This design comes from an exercise in tuning for small area, a short achievable clock period and few clock cycles on the open sky130 flow, not from production work. Only simulation tests tie the RTL to the original design; equivalence was not proved. Power is estimated from default activity; no workload was simulated.

### flow/config.mk
export PLATFORM = sky130hd
export DESIGN_NAME = tinputer_core
export DESIGN_NICKNAME = tinputer_core
export VERILOG_FILES = /design/flow/design.v
export SDC_FILE = /design/flow/constraint.sdc
export NUM_CORES = 4
export LEC_CHECK = 0
export ABC_AREA = 1
export CAP_MARGIN = 20
export CORE_MARGIN = 2
export CORE_UTILIZATION = 25
export CTS_BUF_LIST = sky130_fd_sc_hd__clkbuf_8
export CTS_CLUSTER_DIAMETER = 60
export CTS_CLUSTER_SIZE = 14
export GPL_ROUTABILITY_DRIVEN = 1
export PLACE_DENSITY = 0.4
export SETUP_SLACK_MARGIN = 5
export SLEW_MARGIN = 20
### flow/constraint.sdc
create_clock -name core_clock -period 11.0 [get_ports {clk}]
set_input_delay 2.2000 -clock core_clock [delete_from_list [all_inputs] [get_ports {clk}]]
set_output_delay 2.2000 -clock core_clock [all_outputs]
set_load 0.01 [all_outputs]
### flow/design.v
module tinputer_core (
    input  wire         clk,
    input  wire         rst,         
    input  wire         cmd_valid,
    output wire         cmd_ready,
    input  wire [1:0]   cmd_op,
    input  wire [15:0]  cmd_addr,
    input  wire [7:0]   cmd_wdata,
    output reg          rsp_valid,
    output reg          rsp_fault,
    output reg          rsp_kind,    
    output reg  [2:0]   rsp_phase,
    output reg          rsp_width,   
    output reg  [15:0]  rsp_addr,
    output reg  [7:0]   rsp_rdata,
    output wire [127:0] regs         
);
    localparam [2:0] PH_OPCODE  = 3'd0;
    localparam [2:0] PH_OPERAND = 3'd1;
    localparam [2:0] PH_LOAD    = 3'd2;
    localparam [2:0] PH_STORE   = 3'd3;
    localparam [2:0] PH_EXEC    = 3'd4;
    localparam [2:0] PH_HOST    = 3'd5;
    reg [15:0] x [0:7];
    reg [7:0] bank0 [0:63];
    reg [7:0] bank1 [0:63];
    reg [7:0] bank2 [0:63];
    reg [7:0] bank3 [0:63];
    reg [7:0] ib0, ib1, ib2, ib3;
    reg       ir_v;
    reg       ld_wb;
    reg [2:0] ld_rd;
    reg       rd_pend;
    reg [7:0] rd_addr;
    assign cmd_ready = ir_v & ~rd_pend;
    assign regs = {x[7], x[6], x[5], x[4], x[3], x[2], x[1], x[0]};
    wire [15:0] ip = x[0];
    wire [7:0]  ipl = ip[7:0];
    wire        ip_hi0 = (ip[15:8] == 8'd0);
    wire acc_cmd  = cmd_valid & cmd_ready;
    wire exec     = acc_cmd & (cmd_op == 2'b00);
    wire host_wr  = acc_cmd & (cmd_op == 2'b01);
    wire host_rd  = acc_cmd & cmd_op[1];
    wire host_in  = (cmd_addr[15:8] == 8'd0);
    wire op_add = (ib0 == 8'h10);
    wire op_and = (ib0 == 8'h11);
    wire op_or  = (ib0 == 8'h12);
    wire op_lit = (ib0 == 8'h13);
    wire op_ld  = (ib0 == 8'h14);
    wire op_st  = (ib0 == 8'h15);
    wire op_mov = (ib0 == 8'h16);
    wire op_alu = op_add | op_and | op_or;
    wire op_rr  = op_alu | op_mov;
    wire op_wr  = op_lit | op_ld;           
    wire op_4   = op_wr | op_st;
    reg  [8:0]  nx1, nx3, nx4;
    wire [15:0] ip1 = {7'd0, nx1};
    wire [15:0] ip2 = {8'd0, ipl} + 16'd2;
    wire [15:0] ip3 = {7'd0, nx3};
    wire [15:0] ipn = {7'd0, op_4 ? nx4 : op_rr ? nx3 : nx1};
    reg        ff;           
    reg        ff_w;
    reg [2:0]  ff_ph;
    reg [15:0] ff_addr;      
    always @(*) begin
        ff = 1'b0; ff_w = 1'b0; ff_ph = PH_OPERAND; ff_addr = ip1;
        if (!ip_hi0) begin
            ff = 1'b1; ff_ph = PH_OPCODE; ff_addr = ip;
        end else if (op_rr) begin
            if (ipl == 8'd255) begin
                ff = 1'b1; ff_addr = ip1;
            end else if (ipl == 8'd254) begin
                ff = 1'b1; ff_addr = ip2;
            end
        end else if (op_wr) begin
            if (ipl >= 8'd254) begin
                ff = 1'b1; ff_w = 1'b1; ff_addr = ip1;
            end else if (ipl == 8'd253) begin
                ff = 1'b1; ff_addr = ip3;
            end
        end else if (op_st) begin
            if (ipl == 8'd255) begin
                ff = 1'b1; ff_addr = ip1;
            end else if (ipl >= 8'd253) begin
                ff = 1'b1; ff_w = 1'b1; ff_addr = ip2;
            end
        end
    end
    wire       bad1 = (ib1[7:3] != 5'd0);
    wire       bad2 = (ib2[7:3] != 5'd0);
    wire       bad3 = (ib3[7:3] != 5'd0);
    reg        bf;
    reg [7:0]  bf_id;
    always @(*) begin
        bf = 1'b0; bf_id = ib1;
        if (op_rr) begin
            if (bad1) begin bf = 1'b1; bf_id = ib1; end
            else if (bad2) begin bf = 1'b1; bf_id = ib2; end
        end else if (op_wr) begin
            if (bad3) begin bf = 1'b1; bf_id = ib3; end
        end else if (op_st) begin
            if (bad1) begin bf = 1'b1; bf_id = ib1; end
        end
    end
    wire [15:0] ld_a  = {ib1, ib2};
    wire [15:0] st_a  = {ib2, ib3};
    wire        ld_oob = (ib1 != 8'd0) || (ib2 == 8'd255);
    wire        st_oob = (ib2 != 8'd0) || (ib3 == 8'd255);
    wire        df = (op_ld & ld_oob) | (op_st & st_oob);
    wire ok = ~ff & ~bf & ~df;
    wire [15:0] v1 = (ib1[2:0] == 3'd0) ? ipn : x[ib1[2:0]];
    wire [15:0] v2 = (ib2[2:0] == 3'd0) ? ipn : x[ib2[2:0]];
    reg [7:0] port_a;
    always @(*) begin
        if (rd_pend)
            port_a = rd_addr;
        else if (!ir_v)
            port_a = (ld_wb && ld_rd == 3'd0) ? ib1 : ipl;
        else if (op_ld || (op_lit && ib3 == 8'd0))
            port_a = ib2;
        else
            port_a = ipn[7:0];
    end
    always @(posedge clk) begin
        if (!rd_pend && (!ir_v || exec)) begin
            nx1 <= {1'b0, port_a} + 9'd1;
            nx3 <= {1'b0, port_a} + 9'd3;
            nx4 <= {1'b0, port_a} + 9'd4;
        end
    end
    wire [1:0] pa_lo = port_a[1:0];
    wire [63:0] hot0 = 64'd1 << port_a[7:2];
    wire [63:0] hot1 = {hot0[62:0], hot0[63]};
    wire [63:0] hs0 = (pa_lo > 2'd0) ? hot1 : hot0;
    wire [63:0] hs1 = (pa_lo > 2'd1) ? hot1 : hot0;
    wire [63:0] hs2 = (pa_lo > 2'd2) ? hot1 : hot0;
    reg  [7:0] bo0, bo1, bo2, bo3;
    integer r;
    always @(*) begin
        bo0 = 8'd0; bo1 = 8'd0; bo2 = 8'd0; bo3 = 8'd0;
        for (r = 0; r < 64; r = r + 1) begin
            bo0 = bo0 | (bank0[r] & {8{hs0[r]}});
            bo1 = bo1 | (bank1[r] & {8{hs1[r]}});
            bo2 = bo2 | (bank2[r] & {8{hs2[r]}});
            bo3 = bo3 | (bank3[r] & {8{hot0[r]}});
        end
    end
    reg  [7:0] w0, w1, w2, w3;
    always @(*) begin
        case (pa_lo)
            2'd0: begin w0 = bo0; w1 = bo1; w2 = bo2; w3 = bo3; end
            2'd1: begin w0 = bo1; w1 = bo2; w2 = bo3; w3 = bo0; end
            2'd2: begin w0 = bo2; w1 = bo3; w2 = bo0; w3 = bo1; end
            default: begin w0 = bo3; w1 = bo0; w2 = bo1; w3 = bo2; end
        endcase
    end
    reg  [2:0]  wd;
    reg  [15:0] wv;
    always @(*) begin
        if (op_alu) begin
            wd = 3'd1;
            wv = op_add ? v1 + v2 : op_and ? (v1 & v2) : (v1 | v2);
        end else if (op_mov) begin
            wd = ib2[2:0];
            wv = v1;
        end else begin
            wd = ib3[2:0];
            wv = ld_a;
        end
    end
    wire wr_reg = ok & (op_rr | op_lit);
    wire [15:0] ip_next = (wr_reg && wd == 3'd0) ? wv : ff ? ff_addr : ipn;
    wire        st_we = exec & op_st & ok;
    wire        hw_we = host_wr & host_in;
    wire [7:0]  st_a1 = ib3 + 8'd1;
    wire [7:0]  hw_a  = cmd_addr[7:0];
    reg  [3:0]  m_we;
    reg  [5:0]  m_row [0:3];
    reg  [7:0]  m_d   [0:3];
    integer b;
    always @(*) begin
        for (b = 0; b < 4; b = b + 1) begin
            if (cmd_op == 2'b00) begin
                m_we[b]  = st_we & ((ib3[1:0] == b) | (st_a1[1:0] == b));
                m_row[b] = (ib3[1:0] == b) ? ib3[7:2] : st_a1[7:2];
                m_d[b]   = (ib3[1:0] == b) ? v1[15:8] : v1[7:0];
            end else begin
                m_we[b]  = hw_we & (hw_a[1:0] == b);
                m_row[b] = hw_a[7:2];
                m_d[b]   = cmd_wdata;
            end
        end
    end
    always @(posedge clk) begin
        if (m_we[0]) bank0[m_row[0]] <= m_d[0];
        if (m_we[1]) bank1[m_row[1]] <= m_d[1];
        if (m_we[2]) bank2[m_row[2]] <= m_d[2];
        if (m_we[3]) bank3[m_row[3]] <= m_d[3];
    end
    wire [7:0] st_d = ib3 - ipn[7:0];
    wire       st_hits_fetch = (st_d <= 8'd3) || (st_d == 8'd255);
    integer i;
    always @(posedge clk) begin
        if (rst) begin
            for (i = 0; i < 8; i = i + 1)
                x[i] <= 16'd0;
            ir_v      <= 1'b0;
            ld_wb     <= 1'b0;
            rd_pend   <= 1'b0;
            rsp_valid <= 1'b0;
        end else begin
            rsp_valid <= 1'b0;
            if (!rd_pend && (!ir_v || exec)) begin
                ib0 <= w0; ib1 <= w1; ib2 <= w2; ib3 <= w3;
            end
            if (!rd_pend && !ir_v)
                ir_v <= 1'b1;
            else if (exec)
                ir_v <= ~(ff | op_ld | (op_mov & ib2[2:0] == 3'd0) |
                          (op_st & st_hits_fetch));
            else if (host_wr)
                ir_v <= 1'b0;
            if (exec) begin
                x[0] <= ip_next;
                if (wr_reg && wd != 3'd0)
                    x[wd] <= wv;
                rsp_valid <= ~(op_ld & ok);
                rsp_fault <= ~ok;
                ld_wb     <= op_ld & ok;
                ld_rd     <= ib3[2:0];
                rsp_width <= 1'b0;
                rsp_kind  <= 1'b0;
                if (ff) begin
                    rsp_phase <= ff_ph;
                    rsp_width <= ff_w;
                    rsp_addr  <= ff_addr;
                end else if (bf) begin
                    rsp_kind  <= 1'b1;
                    rsp_phase <= PH_EXEC;
                    rsp_addr  <= {8'd0, bf_id};
                end else begin
                    rsp_phase <= op_ld ? PH_LOAD : PH_STORE;
                    rsp_width <= 1'b1;
                    rsp_addr  <= op_ld ? ld_a : st_a;
                end
            end
            if (ld_wb) begin
                ld_wb     <= 1'b0;
                x[ld_rd]  <= {ib0, ib1};
                rsp_valid <= 1'b1;
            end
            if (host_wr || host_rd) begin
                rsp_kind  <= 1'b0;
                rsp_phase <= PH_HOST;
                rsp_width <= 1'b0;
                rsp_addr  <= cmd_addr;
                rsp_fault <= ~host_in;
                if (host_wr || !host_in)
                    rsp_valid <= 1'b1;
            end
            if (host_rd && host_in) begin
                rd_pend <= 1'b1;
                rd_addr <= cmd_addr[7:0];
            end
            if (rd_pend) begin
                rd_pend   <= 1'b0;
                rsp_valid <= 1'b1;
                rsp_fault <= 1'b0;
                rsp_rdata <= w0;
            end
        end
    end
endmodule
### flow/run.sh
#!/bin/bash
# synth_recipe.tcl (not shown) runs the flow's synth.tcl, then flattens the netlist and writes it again
# the make line also repeats each setting of config.mk as NAME=value (left out here)
make -C /OpenROAD-flow-scripts/flow DESIGN_CONFIG=/design/flow/config.mk WORK_HOME=/design/flow/orfs CLKGATE_MAP_FILE= SYNTH_SCRIPT=/design/flow/synth_recipe.tcl finish
==> impl_metrics.tcl <==
set metrics [dict create \
    share_of_the_clock_period_used_by_the_worst_path 0.554 \
    port_buffers 188 \
    vias 75955 \
    synth_nets 9393 \
    gp_congestion 0.967 \
    finish.cell_count_without_fillers 15152 \
    cp_data_arrival_time_ns 6.87 \
    pwr_density_cell_mw_per_mm2 171 \
    synth-adder-area-share 0.00653 \
    total_power_uw 19800 \
    synth_top_family_by_area "simple AND/OR/NAND/NOR gates" \
    timing_worst_setup_path_type "in2reg" \
    synth-edff-count 2275 \
    grt_first_pass_wirelength_um 608000 \
    worst_path_maximum_fanout 47 \
    final_layout_size_suffix_gt1_frac 0.114 \
    yosys.area_share.xor_xnor 0.00149 \
    netlist_area_mm2 0.100 \
    insertion_delay_ns 1.15 \
    area_growth_from_synthesis_to_layout_pct 16.1 \
    grt_start_max_net_pins 85 \
    cp-end-kind "flip-flop" \
    layout_setup_ws_ns 4.90 \
    fin_worst_skew_ns 0.134 \
    yosys_warnings 3 \
    syn_area_per_cell_um2 10.7 \
    p_leak_uw 0.0419 \
    dr.first_iter.drc_count 9498 \
    cts_inserted_buffers 231 \
    final-setup-viol-count 0 \
    max_slew_margin 0.195 \
    tritoncts "done" \
    clock.fmax_ghz 0.164 \
    die_width_um 637 \
    grt_setup_unrepaired "yes" \
    tightest_slew_ns 1.19 \
    power.ir.vdd_worst_mv 0.102 \
    clock-root-buffer "sky130_fd_sc_hd__clkbuf_8" \
    hp-class "reg2reg" \
    fp.dieH_um 637 \
    pre_cts_ws_ns 3.18 \
    start_util 0.251 \
    grt_ovf 0 \
    postSynthCellCount 9313 \
    track_usage 0.214 \
    drc_errors 0 \
    floorplan.die_area_mm2 0.405 \
    numPlacedInstances 14687 \
    post_synth_and_or_nand_nor_area_fraction 0.227 \
    r2r_slack_ns 4.95 \
    cts_max_level 4 \
    max-cap-violations 0 \
    fp-row-count 232 \
    report.final.slew_viol_count 0 \
    area_of_the_core_mm2 0.399 \
    seq_area_frac_synth 0.685 \
    detail_route.wl_per_cell_um 29.8 \
    final_antenna_net_count 0 \
    1st_pass_router_iterations 6 \
    fin_setup_tns_ns 0 \
    synth_compound_gate_area_share 0.0501 \
    report.final.hold_viol_count 0 \
    finalCoreUtilization 0.291 \
    synthFlopType "sky130_fd_sc_hd__edfxtp_1" \
    worst-endpoint-required_ns 11.77 \
    cts.reportedPaths.clkPinSlew_ns 0.09 \
    cts-root-to-sink-buffers 4 \
    postSynth.asyncResetShare 0 \
    detailedPlacementHpwl_um 320000 \
    synth.mux.area_fraction 0.000425 \
    cts_hold_repair.buffers 0 \
    critical_path.startpoint_type "primary input" \
    run_status "timing/DRC/antenna clean" \
    via_per_inst 5.01 \
    design.portCount 189 \
    nNetsFinal 9807 \
    yosysUniqueCellTypes 72 \
    grt_pass1_vias 71659 \
    cts.sink_count 2285 \
    finalCriticalPeriod_ns 6.10 \
    route.final.wire_length_um 451000 \
    grt_antenna_before_repair 30 \
    synth.ff_latch_count 2285 \
]
## through the flow
| stage | cell area (µm²) | hold slack, ns |
|---|---|---|
| after detailed placement | 109000 | 0.575 |
| after CTS | 115000 | 0.587 |
| final | 116000 | 0.589 |
| after global placement | 109000 | 0.571 |
| after floorplan | 100000 | 0.465 |
| after global routing | 116000 | 0.626 |
## Yosys cell counts, types with 12 or more instances
library cell	instances	area, µm²
sky130_fd_sc_hd__clkbuf_1	131	492
sky130_fd_sc_hd__nand2_1	3098	11600
sky130_fd_sc_hd__edfxtp_1	2275	68300
sky130_fd_sc_hd__nor2_1	932	3500
sky130_fd_sc_hd__nor3_1	54	270
sky130_fd_sc_hd__nand4_1	221	1380
sky130_fd_sc_hd__o21a_1	17	128
sky130_fd_sc_hd__o221ai_1	21	184
sky130_fd_sc_hd__o22ai_1	133	832
sky130_fd_sc_hd__nand3_1	883	4420
sky130_fd_sc_hd__and2_1	35	219
sky130_fd_sc_hd__ha_1	49	613
sky130_fd_sc_hd__buf_6	14	158
sky130_fd_sc_hd__inv_2	53	199
sky130_fd_sc_hd__buf_1	23	86.3
sky130_fd_sc_hd__o211ai_1	69	518
sky130_fd_sc_hd__o21ai_1	21	105
sky130_fd_sc_hd__a21oi_1	200	1000
sky130_fd_sc_hd__nor2_4	13	146
sky130_fd_sc_hd__inv_1	459	1720
sky130_fd_sc_hd__nand2_2	33	206
sky130_fd_sc_hd__nand3_2	25	250
sky130_fd_sc_hd__clkinv_1	14	52.6
sky130_fd_sc_hd__buf_2	39	195
sky130_fd_sc_hd__xor2_1	16	140
sky130_fd_sc_hd__o21ai_2	13	114
sky130_fd_sc_hd__o21ai_0	304	1520
sky130_fd_sc_hd__nor2_2	12	75.1
## per-layer routing
layer | global-route usage | up-vias | share of wire
met5 | 0 | - | 0.00024
met4 | 0.0877 | 16 | 0.046
met3 | 0.0355 | 663 | 0.074
met2 | 0.331 | 3558 | 0.44
met1 | 0.297 | 38375 | 0.44
li1 | - | 33343 | -
## cell families after synthesis
kind of cell             count (synthesis)
adder cells (fa/ha/maj)                 51
AO/OA/AOI/OAI                          848
AND/OR/NAND/NOR                       5363
buffers and inverters                  746
XOR/XNOR                                17
multiplexers                             3
flip-flops                            2285
## flip-flops by register name (all words and copies together), names as in the netlist, 9 cells and up, named ones only
name	count
rsp_addr	16
nx4	9
bank3	512
nx3	9
x	128
bank0	512
bank1	512
bank2	512
## what timing repair did
action                     4_1_cts  5_1_grt
setup endpoints to repair     1850     1888
pin swaps                       10       16
buffers inserted                33       33
gates cloned                     1        5
gates resized for setup        250      247
## worst paths after layout
| kind | start | cells after the start | end |
|---|---|---|---|
| hold / removal | ld_wb | 1 | ld_wb |
| setup reg to reg | ib1[2] | 19 | ib1[6] |
| hold reg to reg | ld_wb | 1 | ld_wb |
| setup / recovery | cmd_op[0] | 11 | bank3[40][1] |
## cell type report
type | count | area [µm²]
multi-input cells | 6286 | 30500
fillers | 41434 | 283000
well taps | 5265 | 6590
inverters | 529 | 2070
repair inverters | 2 | 10.0
repair buffers | 392 | 3690
clock buffers | 232 | 3190
diodes | 15 | 37.5
flip-flops and latches | 2285 | 68500
clock inverters | 146 | 1540
## critical path: stages
cell	delay [ns]
sky130_fd_sc_hd__clkdlybuf4s50_1	0.63
sky130_fd_sc_hd__nor2_4	0.16
sky130_fd_sc_hd__buf_4	0.44
sky130_fd_sc_hd__clkinvlp_4	0.47
sky130_fd_sc_hd__nor2_1	0.20
sky130_fd_sc_hd__inv_1	0.16
sky130_fd_sc_hd__nor3_1	0.35
sky130_fd_sc_hd__o21ai_0	0.23
sky130_fd_sc_hd__nand2_2	0.42
sky130_fd_sc_hd__nand4_1	0.58
sky130_fd_sc_hd__nor2_1	0.95
## placed cells by master, fill, tap and decap left out, types with 11 or more instances in the layout
cell                              netlist  routed
sky130_fd_sc_hd__a21oi_1              200     197
sky130_fd_sc_hd__and2_1                35      35
sky130_fd_sc_hd__buf_12                 0      14
sky130_fd_sc_hd__buf_4                 10     177
sky130_fd_sc_hd__bufinv_16              0      19
sky130_fd_sc_hd__clkbuf_8               0     233
sky130_fd_sc_hd__clkdlybuf4s50_1        0     188
sky130_fd_sc_hd__clkinv_1              14      30
sky130_fd_sc_hd__clkinv_2               1      12
sky130_fd_sc_hd__clkinv_4               0      17
sky130_fd_sc_hd__clkinv_8               0      13
sky130_fd_sc_hd__clkinvlp_4             0      21
sky130_fd_sc_hd__diode_2                0      15
sky130_fd_sc_hd__edfxtp_1            2275    2275
sky130_fd_sc_hd__ha_1                  49      43
sky130_fd_sc_hd__inv_1                459     472
sky130_fd_sc_hd__inv_2                 53      49
sky130_fd_sc_hd__inv_6                  0      28
sky130_fd_sc_hd__inv_8                  0      11
sky130_fd_sc_hd__nand2_1             3098    3027
sky130_fd_sc_hd__nand2_2               33      89
sky130_fd_sc_hd__nand2_4                5      19
sky130_fd_sc_hd__nand3_1              883     842
sky130_fd_sc_hd__nand3_2               25      50
sky130_fd_sc_hd__nand3_4                3      19
sky130_fd_sc_hd__nand4_1              221     221
sky130_fd_sc_hd__nor2_1               932     719
sky130_fd_sc_hd__nor2_2                12     143
sky130_fd_sc_hd__nor2_4                13      97
sky130_fd_sc_hd__nor3_1                54      44
sky130_fd_sc_hd__o211ai_1              69      69
sky130_fd_sc_hd__o21a_1                17      17
sky130_fd_sc_hd__o21ai_0              304     282
sky130_fd_sc_hd__o21ai_1               21      27
sky130_fd_sc_hd__o21ai_2               13      13
sky130_fd_sc_hd__o21ai_4                0      16
sky130_fd_sc_hd__o221ai_1              21      20
sky130_fd_sc_hd__o22ai_1              133     131
sky130_fd_sc_hd__xor2_1                16      16
## where the power goes
part           internal (µW)  leakage [µW]  switching (µW)
sequential              9850        0.0208            94.6
combinational            843        0.0186            3100
clock                   2510       0.00243            3410
Testbench counts, summed over its fixed seeds: cycles 9,337.

## afterwards: timing with drivers on the ports
In the flow no input, the clock included, has a driving cell. The finished layout below was timed again as built, in two steps. Step 1, drivers: a clkbuf_16 drives clk and a buf_2 each remaining input, both assumed. Step 2 moves the port delays by t, midway between the first and last clock arrival at a register: inputs arrive t later, outputs are due t later. That takes back most of the time a late clock gives input paths. a / b / c = ideal / step 1 / step 2; a / b = the first two.
t (ns): 1.193
setup slack, ns: 4.903 / 4.949 / 3.792
latest minus earliest clock arrival (ns): 0.142 / 0.142
After both steps setup and hold are still met in this run. For this run, drivers alone change the setup slack by +0.046 ns; drivers and shift together by -1.111 ns.
